What follows belongs to an exercise in optimizing a design on an open flow for small area, a short achievable clock period and few clock cycles per item; a production flow would make more cautious choices.
Function was checked by simulation only, so behaviour that the tests miss may differ from the original.

**design/flow/design.v**
```verilog
module emsd_decoder (
    input  wire        clk,
    input  wire        rst,         
    input  wire        wr_en,
    input  wire [3:0]  wr_addr,
    input  wire [31:0] wr_data,
    input  wire [9:0]  width,
    input  wire [7:0]  offset,
    input  wire        start,
    output wire        busy,
    output reg  [2:0]  rcode,
    output reg  [2:0]  pos,
    output reg  [31:0] digits,
    output reg  [15:0] cursor,
    output reg  [9:0]  modw,
    output wire [76:0] codes,       
    output reg         nobar,
    output reg         oob,
    output reg         cfgerr
);
    localparam S_IDLE  = 4'd0,
               S_SKIP  = 4'd1,
               S_SKIPW = 4'd2,
               S_MEAS  = 4'd3,
               S_MEASW = 4'd4,
               S_SETUP = 4'd5,
               S_FAST  = 4'd6,
               S_DRAIN = 4'd7,
               S_SL1   = 4'd8,
               S_SL2   = 4'd9,
               S_SL3   = 4'd10,
               S_VOTE  = 4'd11,
               S_XLATE = 4'd12;
    reg [3:0]   state;
    reg [511:0] sl;
    reg [9:0]   w;         
    reg [7:0]   off;
    reg [9:0]   p;         
    reg [9:0]   n;         
    reg [66:0]  mods;      
    reg [4:0]   g;         
    reg         vb;        
    reg [15:0]  c;
    reg [6:0]   mcnt;
    reg         areg;
    reg [9:0]   k;
    reg [9:0]   dark, light;
    assign busy = (state != S_IDLE);
    assign codes = {4'd0, mods[2:0],                   
                    mods[9:3],   mods[16:10], mods[23:17], mods[30:24],
                    2'd0, mods[35:31],                 
                    mods[42:36], mods[49:43], mods[56:50], mods[63:57],
                    4'd0, mods[66:64]};                
    always @(posedge clk) begin
        if (wr_en && state == S_IDLE)
            sl[32*wr_addr +: 32] <= {wr_data[0],  wr_data[1],  wr_data[2],  wr_data[3],
                                     wr_data[4],  wr_data[5],  wr_data[6],  wr_data[7],
                                     wr_data[8],  wr_data[9],  wr_data[10], wr_data[11],
                                     wr_data[12], wr_data[13], wr_data[14], wr_data[15],
                                     wr_data[16], wr_data[17], wr_data[18], wr_data[19],
                                     wr_data[20], wr_data[21], wr_data[22], wr_data[23],
                                     wr_data[24], wr_data[25], wr_data[26], wr_data[27],
                                     wr_data[28], wr_data[29], wr_data[30], wr_data[31]};
    end
    reg  signed [17:0] xa;           
    reg  signed [17:0] xb;           
    reg  [63:0]        pr;           
    wire [3:0]  wa0 = xa[8:5];
    wire [3:0]  wa1 = xa[8:5] + 4'd1;
    wire [31:0] wd0 = sl[32*wa0 +: 32];
    wire [31:0] wd1 = sl[32*wa1 +: 32];
    always @(posedge clk) begin
        pr <= {wd1, wd0};
        xb <= xa;
    end
    wire [31:0] raw = pr[xb[4:0] +: 32];
    wire signed [18:0] lim = $signed({9'd0, w}) - $signed({xb[17], xb});    
    wire [5:0]  hi32 = lim[18] ? 6'd0 : (lim >= 19'sd32 ? 6'd32 : lim[5:0]);
    wire [6:0]  hi64 = lim[18] ? 7'd0 : (lim >= 19'sd64 ? 7'd64 : lim[6:0]);
    reg  [31:0] vm32;
    reg  [63:0] vm64;
    integer i, j, q, u;
    always @(*) begin
        for (u = 0; u < 32; u = u + 1) vm32[u] = (u < hi32);
        for (u = 0; u < 64; u = u + 1) vm64[u] = (u < hi64);
    end
    wire [31:0] s    = raw | ~vm32;           
    wire        inr0 = !xb[17] && (lim > 19'sd0);
    wire        s0   = raw[0] | ~inr0;
    wire [63:0] pm   = pr | ~vm64;            
    wire [63:0] dk   = ~pm;
    wire [63:0] le_p = dk ^ (dk - 64'd1);     
    wire [63:0] lt   = pm & ~le_p;            
    reg  [5:0]  ctz_dk, ctz_lt, ctz_pm;
    always @(*) begin
        ctz_dk = 6'd0; ctz_lt = 6'd0; ctz_pm = 6'd0;
        for (j = 63; j >= 0; j = j - 1) begin
            if (dk[j]) ctz_dk = j[5:0];
            if (lt[j]) ctz_lt = j[5:0];
            if (pm[j]) ctz_pm = j[5:0];
        end
    end
    reg [31:0] ln1;
    reg [15:0] ln2;
    reg [9:0]  ln3;
    reg [7:0]  ln4;
    reg [5:0]  ln5;
    reg [4:0]  ln6;
    reg [3:0]  ln7;
    reg [3:0]  ln8;
    function automatic cls(input [7:0] win, input [3:0] nn, input [2:0] o);
        reg [3:0] cnt;
        reg aa, ff;
        integer t;
        begin
            cnt = 4'd0;
            for (t = 0; t < 8; t = t + 1)
                if (t < nn) cnt = cnt + {3'd0, win[t]};
            aa = win[o];
            ff = win[nn - 4'd1];
            cls = (aa == ff) ? aa : (cnt > {1'b0, nn[3:1]});
        end
    endfunction
    always @(*) begin
        for (i = 0; i < 32; i = i + 1) ln1[31 - i] = s[i];
        for (i = 0; i < 16; i = i + 1) ln2[15 - i] = cls({6'd0, s[2*i +: 2]}, 4'd2, off[2:0]);
        for (i = 0; i < 10; i = i + 1) ln3[9 - i]  = cls({5'd0, s[3*i +: 3]}, 4'd3, off[2:0]);
        for (i = 0; i < 8;  i = i + 1) ln4[7 - i]  = cls({4'd0, s[4*i +: 4]}, 4'd4, off[2:0]);
        for (i = 0; i < 6;  i = i + 1) ln5[5 - i]  = cls({3'd0, s[5*i +: 5]}, 4'd5, off[2:0]);
        for (i = 0; i < 5;  i = i + 1) ln6[4 - i]  = cls({2'd0, s[6*i +: 6]}, 4'd6, off[2:0]);
        for (i = 0; i < 4;  i = i + 1) ln7[3 - i]  = cls({1'd0, s[7*i +: 7]}, 4'd7, off[2:0]);
        for (i = 0; i < 4;  i = i + 1) ln8[3 - i]  = cls(s[8*i +: 8], 4'd8, off[2:0]);
    end
    reg [66:0] mods_fast;
    always @(*) begin
        case (n[3:0])
            4'd1:    mods_fast = {mods[34:0], ln1};
            4'd2:    mods_fast = {mods[50:0], ln2};
            4'd3:    mods_fast = {mods[56:0], ln3};
            4'd4:    mods_fast = {mods[58:0], ln4};
            4'd5:    mods_fast = {mods[60:0], ln5};
            4'd6:    mods_fast = {mods[61:0], ln6};
            default: mods_fast = {mods[62:0], (n[3:0] == 4'd7) ? ln7 : ln8};
        endcase
    end
    reg [5:0] kn;
    reg [4:0] gm1;
    reg [4:0] ph;    
    always @(*) begin
        case (n[3:0])
            4'd1:    begin kn = 6'd32; gm1 = 5'd2;  ph = 5'd29; end
            4'd2:    begin kn = 6'd32; gm1 = 5'd4;  ph = 5'd26; end
            4'd3:    begin kn = 6'd30; gm1 = 5'd6;  ph = 5'd9;  end
            4'd4:    begin kn = 6'd32; gm1 = 5'd8;  ph = 5'd20; end
            4'd5:    begin kn = 6'd30; gm1 = 5'd11; ph = 5'd25; end
            4'd6:    begin kn = 6'd30; gm1 = 5'd13; ph = 5'd18; end
            4'd7:    begin kn = 6'd28; gm1 = 5'd16; ph = 5'd7;  end
            default: begin kn = 6'd32; gm1 = 5'd16; ph = 5'd8;  end
        endcase
    end
    wire [15:0] cur_end = {6'd0, p} + {n, 6'd0} + {5'd0, n, 1'b0} + {6'd0, n};    
    wire        fast_ok = (n != 10'd0) && (n <= 10'd8) && ({2'd0, off} < n);
    wire [9:0]  half    = {1'b0, n[9:1]};
    wire [9:0]  dark_nx  = dark  + {9'd0, ~s0};
    wire [9:0]  light_nx = light + {9'd0, s0};
    function automatic [4:0] lookup_left(input [6:0] v);
        case (v)
            7'd114: lookup_left = {1'b1, 4'd0};
            7'd102: lookup_left = {1'b1, 4'd1};
            7'd108: lookup_left = {1'b1, 4'd2};
            7'd66:  lookup_left = {1'b1, 4'd3};
            7'd92:  lookup_left = {1'b1, 4'd4};
            7'd78:  lookup_left = {1'b1, 4'd5};
            7'd80:  lookup_left = {1'b1, 4'd6};
            7'd68:  lookup_left = {1'b1, 4'd7};
            7'd72:  lookup_left = {1'b1, 4'd8};
            7'd116: lookup_left = {1'b1, 4'd9};
            default: lookup_left = 5'd0;
        endcase
    endfunction
    function automatic [4:0] lookup_right(input [6:0] v);
        case (v)
            7'd13: lookup_right = {1'b1, 4'd0};
            7'd25: lookup_right = {1'b1, 4'd1};
            7'd19: lookup_right = {1'b1, 4'd2};
            7'd61: lookup_right = {1'b1, 4'd3};
            7'd35: lookup_right = {1'b1, 4'd4};
            7'd49: lookup_right = {1'b1, 4'd5};
            7'd47: lookup_right = {1'b1, 4'd6};
            7'd59: lookup_right = {1'b1, 4'd7};
            7'd55: lookup_right = {1'b1, 4'd8};
            7'd11: lookup_right = {1'b1, 4'd9};
            default: lookup_right = 5'd0;
        endcase
    endfunction
    reg [2:0]  t_rcode;
    reg [2:0]  t_pos;
    reg [31:0] t_digits;
    reg        t_fail;
    reg [4:0]  t_lk;
    always @(*) begin
        t_rcode  = 3'd1;
        t_pos    = 3'd0;
        t_digits = 32'd0;
        t_fail   = 1'b0;
        if (codes[6:0] != 7'd2) begin
            t_fail = 1'b1; t_rcode = 3'd2;
        end
        for (q = 0; q < 4; q = q + 1) begin
            t_lk = lookup_left(codes[7*(1+q) +: 7]);
            if (!t_fail && !t_lk[4]) begin
                t_fail = 1'b1; t_rcode = 3'd3; t_pos = q[2:0];
            end
            t_digits[28 - 4*q +: 4] = t_lk[3:0];
        end
        if (!t_fail && codes[41:35] != 7'd21) begin
            t_fail = 1'b1; t_rcode = 3'd4;
        end
        for (q = 0; q < 4; q = q + 1) begin
            t_lk = lookup_right(codes[7*(6+q) +: 7]);
            if (!t_fail && !t_lk[4]) begin
                t_fail = 1'b1; t_rcode = 3'd3; t_pos = 3'd4 + q[2:0];
            end
            t_digits[12 - 4*q +: 4] = t_lk[3:0];
        end
        if (!t_fail && codes[76:70] != 7'd2) begin
            t_fail = 1'b1; t_rcode = 3'd5;
        end
        if (t_fail) t_digits = 32'hFFFF_FFFF;
    end
    task automatic take_bit(input bit_v);
        begin
            mods <= {mods[65:0], bit_v};
            c    <= c + {6'd0, n};
            xa   <= $signed({2'd0, c}) + $signed({8'd0, n});
            mcnt <= mcnt + 7'd1;
            state <= (mcnt == 7'd66) ? S_XLATE : S_SL1;
        end
    endtask
    always @(posedge clk) begin
        if (rst) begin
            state  <= S_IDLE;
            rcode  <= 3'd0;
            pos    <= 3'd0;
            digits <= 32'hFFFF_FFFF;
            cursor <= 16'd0;
            modw   <= 10'd0;
            mods   <= 67'd0;
            nobar  <= 1'b0;
            oob    <= 1'b0;
            cfgerr <= 1'b0;
            xa     <= 18'sd0;
            vb     <= 1'b0;
        end else begin
            vb <= 1'b0;
            if (vb) mods <= mods_fast;
            case (state)
                S_IDLE: if (start) begin
                    oob <= 1'b0;
                    w   <= width;
                    off <= offset;
                    if (width == 10'd0 || width > 10'd512) begin
                        cfgerr <= 1'b1;
                    end else begin
                        cfgerr <= 1'b0;
                        state  <= S_SKIP;
                    end
                end
                S_SKIP: begin
                    if (dk == 64'd0) begin
                        if (lim <= 19'sd64) begin
                            p     <= w;
                            n     <= 10'd0;
                            state <= S_SETUP;
                        end else begin
                            xa    <= xb + 18'sd64;
                            state <= S_SKIPW;
                        end
                    end else begin
                        p <= xb[9:0] + {4'd0, ctz_dk};
                        if (lt != 64'd0) begin
                            n     <= {4'd0, ctz_lt} - {4'd0, ctz_dk};
                            state <= S_SETUP;
                        end else begin
                            n     <= 10'd64 - {4'd0, ctz_dk};
                            xa    <= xb + 18'sd64;
                            state <= S_MEASW;
                        end
                    end
                end
                S_SKIPW: state <= S_SKIP;
                S_MEAS: begin
                    if (pm != 64'd0) begin
                        n     <= n + {4'd0, ctz_pm};
                        state <= S_SETUP;
                    end else begin
                        n     <= n + 10'd64;
                        xa    <= xb + 18'sd64;
                        state <= S_MEASW;
                    end
                end
                S_MEASW: state <= S_MEAS;
                S_SETUP: begin
                    modw   <= n;
                    nobar  <= (n == 10'd0);
                    cursor <= cur_end;
                    if (n == 10'd0) begin
                        mods  <= {67{1'b1}};
                        oob   <= 1'b1;
                        state <= S_XLATE;
                    end else if (fast_ok) begin
                        oob   <= (cur_end > {6'd0, w} + {8'd0, off});
                        xa    <= $signed({8'd0, p}) - $signed({13'd0, ph}) - $signed({10'd0, off});
                        g     <= gm1;
                        state <= S_FAST;
                    end else begin
                        c     <= {6'd0, p};
                        mcnt  <= 7'd0;
                        xa    <= $signed({8'd0, p});
                        state <= S_SL1;
                    end
                end
                S_FAST: begin
                    vb <= 1'b1;
                    xa <= xa + $signed({12'd0, kn});
                    g  <= g - 5'd1;
                    if (g == 5'd0) state <= S_DRAIN;
                end
                S_DRAIN: state <= S_XLATE;
                S_SL1: begin
                    xa    <= $signed({2'd0, c}) + $signed({8'd0, n}) - $signed({10'd0, off}) - 18'sd1;
                    state <= S_SL2;
                end
                S_SL2: begin
                    areg  <= s0;
                    if (!inr0) oob <= 1'b1;
                    xa    <= $signed({2'd0, c}) - $signed({10'd0, off});
                    state <= S_SL3;
                end
                S_SL3: begin
                    if (!inr0) oob <= 1'b1;
                    if (areg == s0) begin
                        take_bit(areg);
                    end else begin
                        dark  <= 10'd0;
                        light <= 10'd0;
                        k     <= 10'd0;
                        xa    <= xa + 18'sd1;
                        state <= S_VOTE;
                    end
                end
                S_VOTE: begin
                    if (!inr0) oob <= 1'b1;
                    if (dark_nx > half)
                        take_bit(1'b0);
                    else if (light_nx > half)
                        take_bit(1'b1);
                    else if (k == n - 10'd1)
                        take_bit(1'b0);
                    else begin
                        dark  <= dark_nx;
                        light <= light_nx;
                        k     <= k + 10'd1;
                        xa    <= xa + 18'sd1;
                    end
                end
                S_XLATE: begin
                    rcode  <= t_rcode;
                    pos    <= t_pos;
                    digits <= t_digits;
                    xa     <= 18'sd0;
                    state  <= S_IDLE;
                end
                default: state <= S_IDLE;
            endcase
        end
    end
endmodule
```
**design/flow/run.sh**
```bash
#!/bin/bash
# synth_recipe.tcl (not shown) runs the flow's synth.tcl, then flattens the netlist and writes it again
# the make line also repeats each setting of config.mk as NAME=value (left out here)
make -C /OpenROAD-flow-scripts/flow DESIGN_CONFIG=/design/flow/config.mk WORK_HOME=/design/flow/orfs CLKGATE_MAP_FILE= SYNTH_SCRIPT=/design/flow/synth_recipe.tcl finish
```
**design/flow/config.mk**
```make
export PLATFORM = sky130hd
export DESIGN_NAME = emsd_decoder
export DESIGN_NICKNAME = emsd_decoder
export VERILOG_FILES = /design/flow/design.v
export SDC_FILE = /design/flow/constraint.sdc
export NUM_CORES = 4
export LEC_CHECK = 0
export CAP_MARGIN = 20
export CORE_MARGIN = 2
export CORE_UTILIZATION = 40
export SLEW_MARGIN = 20
```
**design/flow/constraint.sdc**
```tcl
create_clock -name core_clock -period 12.0 [get_ports {clk}]
set_input_delay 2.4000 -clock core_clock [delete_from_list [all_inputs] [get_ports {clk}]]
set_output_delay 2.4000 -clock core_clock [all_outputs]
set_load 0.01 [all_outputs]
```
==> run summary <==
[cell usage after synthesis, types with 13 or more instances]
master and number:
sky130_fd_sc_hd__nand4_1 45, sky130_fd_sc_hd__clkbuf_1 430, sky130_fd_sc_hd__buf_1 96, sky130_fd_sc_hd__fa_1 63, sky130_fd_sc_hd__a222oi_1 59, sky130_fd_sc_hd__o2111ai_1 34, sky130_fd_sc_hd__or2_2 13, sky130_fd_sc_hd__a31oi_1 102
sky130_fd_sc_hd__o211ai_1 75, sky130_fd_sc_hd__mux2i_1 79, sky130_fd_sc_hd__o221ai_1 44, sky130_fd_sc_hd__nor2b_1 65, sky130_fd_sc_hd__o31ai_1 31, sky130_fd_sc_hd__o21ai_0 322, sky130_fd_sc_hd__maj3_1 18, sky130_fd_sc_hd__and2_1 30
sky130_fd_sc_hd__a211o_1 69, sky130_fd_sc_hd__xor2_1 98, sky130_fd_sc_hd__a22oi_1 44, sky130_fd_sc_hd__o21a_1 32, sky130_fd_sc_hd__mux2_2 529, sky130_fd_sc_hd__dfxtp_1 239, sky130_fd_sc_hd__a221oi_1 37, sky130_fd_sc_hd__nor4_1 33
sky130_fd_sc_hd__edfxtp_1 609, sky130_fd_sc_hd__nor2_1 442, sky130_fd_sc_hd__inv_1 186, sky130_fd_sc_hd__or3_1 35, sky130_fd_sc_hd__a211oi_1 72, sky130_fd_sc_hd__nor3_1 110, sky130_fd_sc_hd__nand2b_1 40, sky130_fd_sc_hd__nor3b_1 16
sky130_fd_sc_hd__o22ai_1 39, sky130_fd_sc_hd__a21boi_0 18, sky130_fd_sc_hd__o21bai_1 21, sky130_fd_sc_hd__nand2_1 650, sky130_fd_sc_hd__and3_1 48, sky130_fd_sc_hd__mux4_2 365, sky130_fd_sc_hd__a21o_1 58, sky130_fd_sc_hd__ha_1 224
sky130_fd_sc_hd__xnor2_1 134, sky130_fd_sc_hd__a21oi_1 387, sky130_fd_sc_hd__nand3_1 156
[power by group]
group          switching (mW)  internal [mW]
Combinational            3.03           2.16
Clock                    1.34           1.84
Sequential              0.420           3.59
Total                    4.79           7.59
[worst max-delay path, delay by kind of cell (launching register included)]
| family | cells | cell delay, ns |
|---|---|---|
| AO/OA/AOI/OAI | 16 | 4.17 |
| XOR/XNOR | 1 | 0.08 |
| adder cells (fa/ha/maj) | 2 | 0.79 |
| buffers and inverters | 4 | 1.36 |
| flip-flops | 1 | 0.31 |
| multiplexers | 1 | 0.78 |
| AND/OR/NAND/NOR | 4 | 1.73 |
[layer usage]
layer,routed length (µm),vias to the layer above
li1,-,24566
met1,95700,27810
met2,109000,2539
met3,17200,512
met4,9610,8
met5,45,-
[final timing paths]
kind / to / cells past startpoint / slack [ns] / start
max reg2reg: n[5] / 28 / 2.46 / xb[4]
min: xb[17] / 0 / 0.41 / xa[17]
min reg2reg: xb[17] / 0 / 0.41 / xa[17]
max: n[5] / 28 / 2.46 / xb[4]
[cell families after synthesis]
logic type                 after synthesis
muxes                                  973
DFF                                    848
adders and majority gates              305
and+or+nand+nor                       1750
other                                    1
xor gates and xnor gates               233
AOI/OAI and AO/OA                     1597
buffers and inverters                  745
[area by class of cell]
type                       count  area (µm²)
clock inverter                45         553
timing repair buffer         328        2990
clock buffer                 144        2850
multi-input combinational   4868       40300
tap                         2189        2740
fill                       15617       91200
sequential                   848       23100
inverter                     191         717
[through the flow]
step	std cells	cell area [µm²]	setup slack (ns)
2_1_floorplan	6461	66100	2.13
3_3_place_gp	8424	69800	2.89
3_5_place_dp	8424	69800	2.79
4_1_cts	8613	73200	2.75
5_1_grt	8613	73200	1.76
6_report	8613	73200	2.46
[state kept, by name (all words and copies together) (netlist names), 3 cells and up]
| name | flops |
|---|---|
| light | 10 |
| off | 8 |
| digits | 32 |
| mods | 67 |
| c | 16 |
| xa | 18 |
| cursor | 16 |
| w | 10 |
| xb | 18 |
| pr | 64 |
| rcode | 3 |
| sl | 512 |
| state | 4 |
| n | 10 |
| p | 10 |
| g | 5 |
| mcnt | 7 |
| dark | 10 |
| modw | 10 |
| k | 10 |
| pos | 3 |
==> flow_metrics.env <==
export IMPL_worst_path_max_fanout=63
export IMPL_wl_per_cell_um=26.9
export IMPL_antenna_cells=0
export IMPL_syn_area_um2=66000
export IMPL_layout_worst_path_cycle_share_pct=79.5
export IMPL_worst_path_largest_cell_delay_ns=0.78
export IMPL_max_clock_path_buffers=3
export IMPL_postCtsHoldBufs=0
export IMPL_placeableCoreArea_um2=164000
export IMPL_synth_ff_latch_count=848
export IMPL_first_pass_grt_wire_length_mm=347
export IMPL_met1_usage_pct=35.9
export IMPL_min_period_ns=9.54
export IMPL_worst_skew_pair_latency_ns=0.76
export IMPL_synthDominantCellAreaShare_pct=27.7
export IMPL_routed_wirelength_mm=232
export IMPL_synth_enable_flop_cells=609
export IMPL_adder_and_majority_gate_portion_of_the_synthesized_area_pct=6.43
export IMPL_routed_via_count=55435
export IMPL_met3_usage_in_global_routing_pct=3.95
export IMPL_gr_usage_met2_pct=43.7
export IMPL_worst_slew_pin_slew_ns=1.20
export IMPL_synth_seq_area_share_pct=34.9
export IMPL_final_hold_violation_count=0
export IMPL_critical_path_slowest_cell="sky130_fd_sc_hd__mux2i_1"
export IMPL_detail_route_first_pass_iterations=13
export IMPL_fin_tns_setup_ns=0
export IMPL_area_of_the_die_um2=168000
export IMPL_max_slew_margin_rel_pct=19.9
export IMPL_post_cts_repair_setup_buffers=0
export IMPL_dominantRegCellSynth="sky130_fd_sc_hd__edfxtp_1"
export IMPL_htree_levels=3
export IMPL_static_leakage_power_nw=25.1
export IMPL_data_arrival_time_of_the_critical_path_ns=10.01
export IMPL_gpl_final_weighted_congestion=0.993
export IMPL_worst_setup_path_start_kind="flip-flop"
export IMPL_numClockSinks=848
export IMPL_clkTransAtPathRegs_ns=0.07
export IMPL_synth_largest_area_cell="sky130_fd_sc_hd__edfxtp_1"
export IMPL_rows=149
export IMPL_layout_nets=6682
export IMPL_hpwl_reported_at_the_end_of_detailed_placement_mm=159
export IMPL_grt_util_all_layers_pct=26.8
export IMPL_grt_start_max_net_pins=180
export IMPL_pwr_density_cell_nw_per_um2=169
export IMPL_grt_pass1_vias=53254
export IMPL_synth_top_family_by_area="multiplexers"
export IMPL_count_of_mapped_cells_out_of_synthesis=6452
export IMPL_boundaryPins=203
export IMPL_setup_repair_after_global_routing_missed_its_margin="false"
export IMPL_avgSynthCellArea_um2=10.2
export IMPL_drv_slew=0
export IMPL_kind_of_path_behind_the_tightest_hold_check="flip-flop to flip-flop"
export IMPL_gr_max_usage_layer="met2"
export IMPL_drc=0
export IMPL_fmax_ghz=0.105
export IMPL_yosys_top_cells_area="sky130_fd_sc_hd__edfxtp_1, sky130_fd_sc_hd__mux4_2, sky130_fd_sc_hd__mux2_2"
export IMPL_ys_async_sr_fraction_pct=0
export IMPL_chipWidth_um=410
export IMPL_post_route_cells_drive_above_1_share_pct=20.0
export IMPL_finalClockSkew_ns=0.0576
export IMPL_buffer_ports_inserted=192
export IMPL_chipHeight_um=410
export IMPL_final_common_cell="sky130_fd_sc_hd__nand2_1"
export IMPL_grt_ovfl_total=0
export IMPL_number_of_setup_violations_in_the_final_report=0
export IMPL_worst_setup_path_end_kind="flip-flop"
export IMPL_tritoncts_clock_tree="yes"
export IMPL_layout_cells_most_common_list="sky130_fd_sc_hd__nand2_1, sky130_fd_sc_hd__edfxtp_1, sky130_fd_sc_hd__mux2_2, sky130_fd_sc_hd__nor2_1, sky130_fd_sc_hd__a21oi_1"
export IMPL_fin_worst_hold_slack_ns=0.415
export IMPL_synth_area_mux_share_pct=22.7
export IMPL_number_of_max_cap_violations=0
export IMPL_cts_buffers_inserted=100
export IMPL_crit_type="flip-flop to flip-flop"
export IMPL_cts_root_buf="sky130_fd_sc_hd__clkbuf_16"
export IMPL_synthDistinctLibCells=112
export IMPL_initial_utilization_pct=40.2
export IMPL_post_synthesis_compound_gate_area_fraction_pct=16.2
export IMPL_yosys_area_share_xor_xnor_pct=3.10
export IMPL_worst_ir_drop_vdd_uv=156
export IMPL_number_of_antenna_violations_at_the_first_check_in_global_routing=6
export IMPL_worst_endpoint_required_ns=12.47
export IMPL_pwr_total_mw=12.4
export IMPL_post_cts_resized=0
export IMPL_synthesis_yosys_warnings=1
export IMPL_areaGrowthSynthToFinish_pct=10.9
export IMPL_status="no timing/DRC/antenna violations"
export IMPL_drtIter0Drc=6897
export IMPL_avgViaCountPerCell=6.44
export IMPL_fin_util_pct=44.5
export IMPL_postRouteAntennaNets=0
export IMPL_simple_gate_share_of_the_synthesized_area_pct=12.2
Testbench counts, summed over its fixed seeds: cycles 6,090, items 192.

re-timing with driven ports:
In the flow no input, the clock included, has a driving cell. The finished layout below was timed again as built, in two steps. Step 1 assumes that a clkbuf_16 drives the clock port and a buf_2 every other input. Step 2 times the ports against the registers' clock, not the clock port: input delays grow and output delays shrink by t, the midpoint of the rising clock arrivals with the driver on. a / b / c = ideal ports / drivers / drivers and shift; a / b = the first two.
t, ns: 0.808
setup WS [ns]: 2.459 / 2.459 / 2.459
worst setup path at the end: register to register
After both steps setup and hold are still met in this run. For this run, drivers alone change the setup slack by 0.000 ns; drivers and shift together by 0.000 ns.
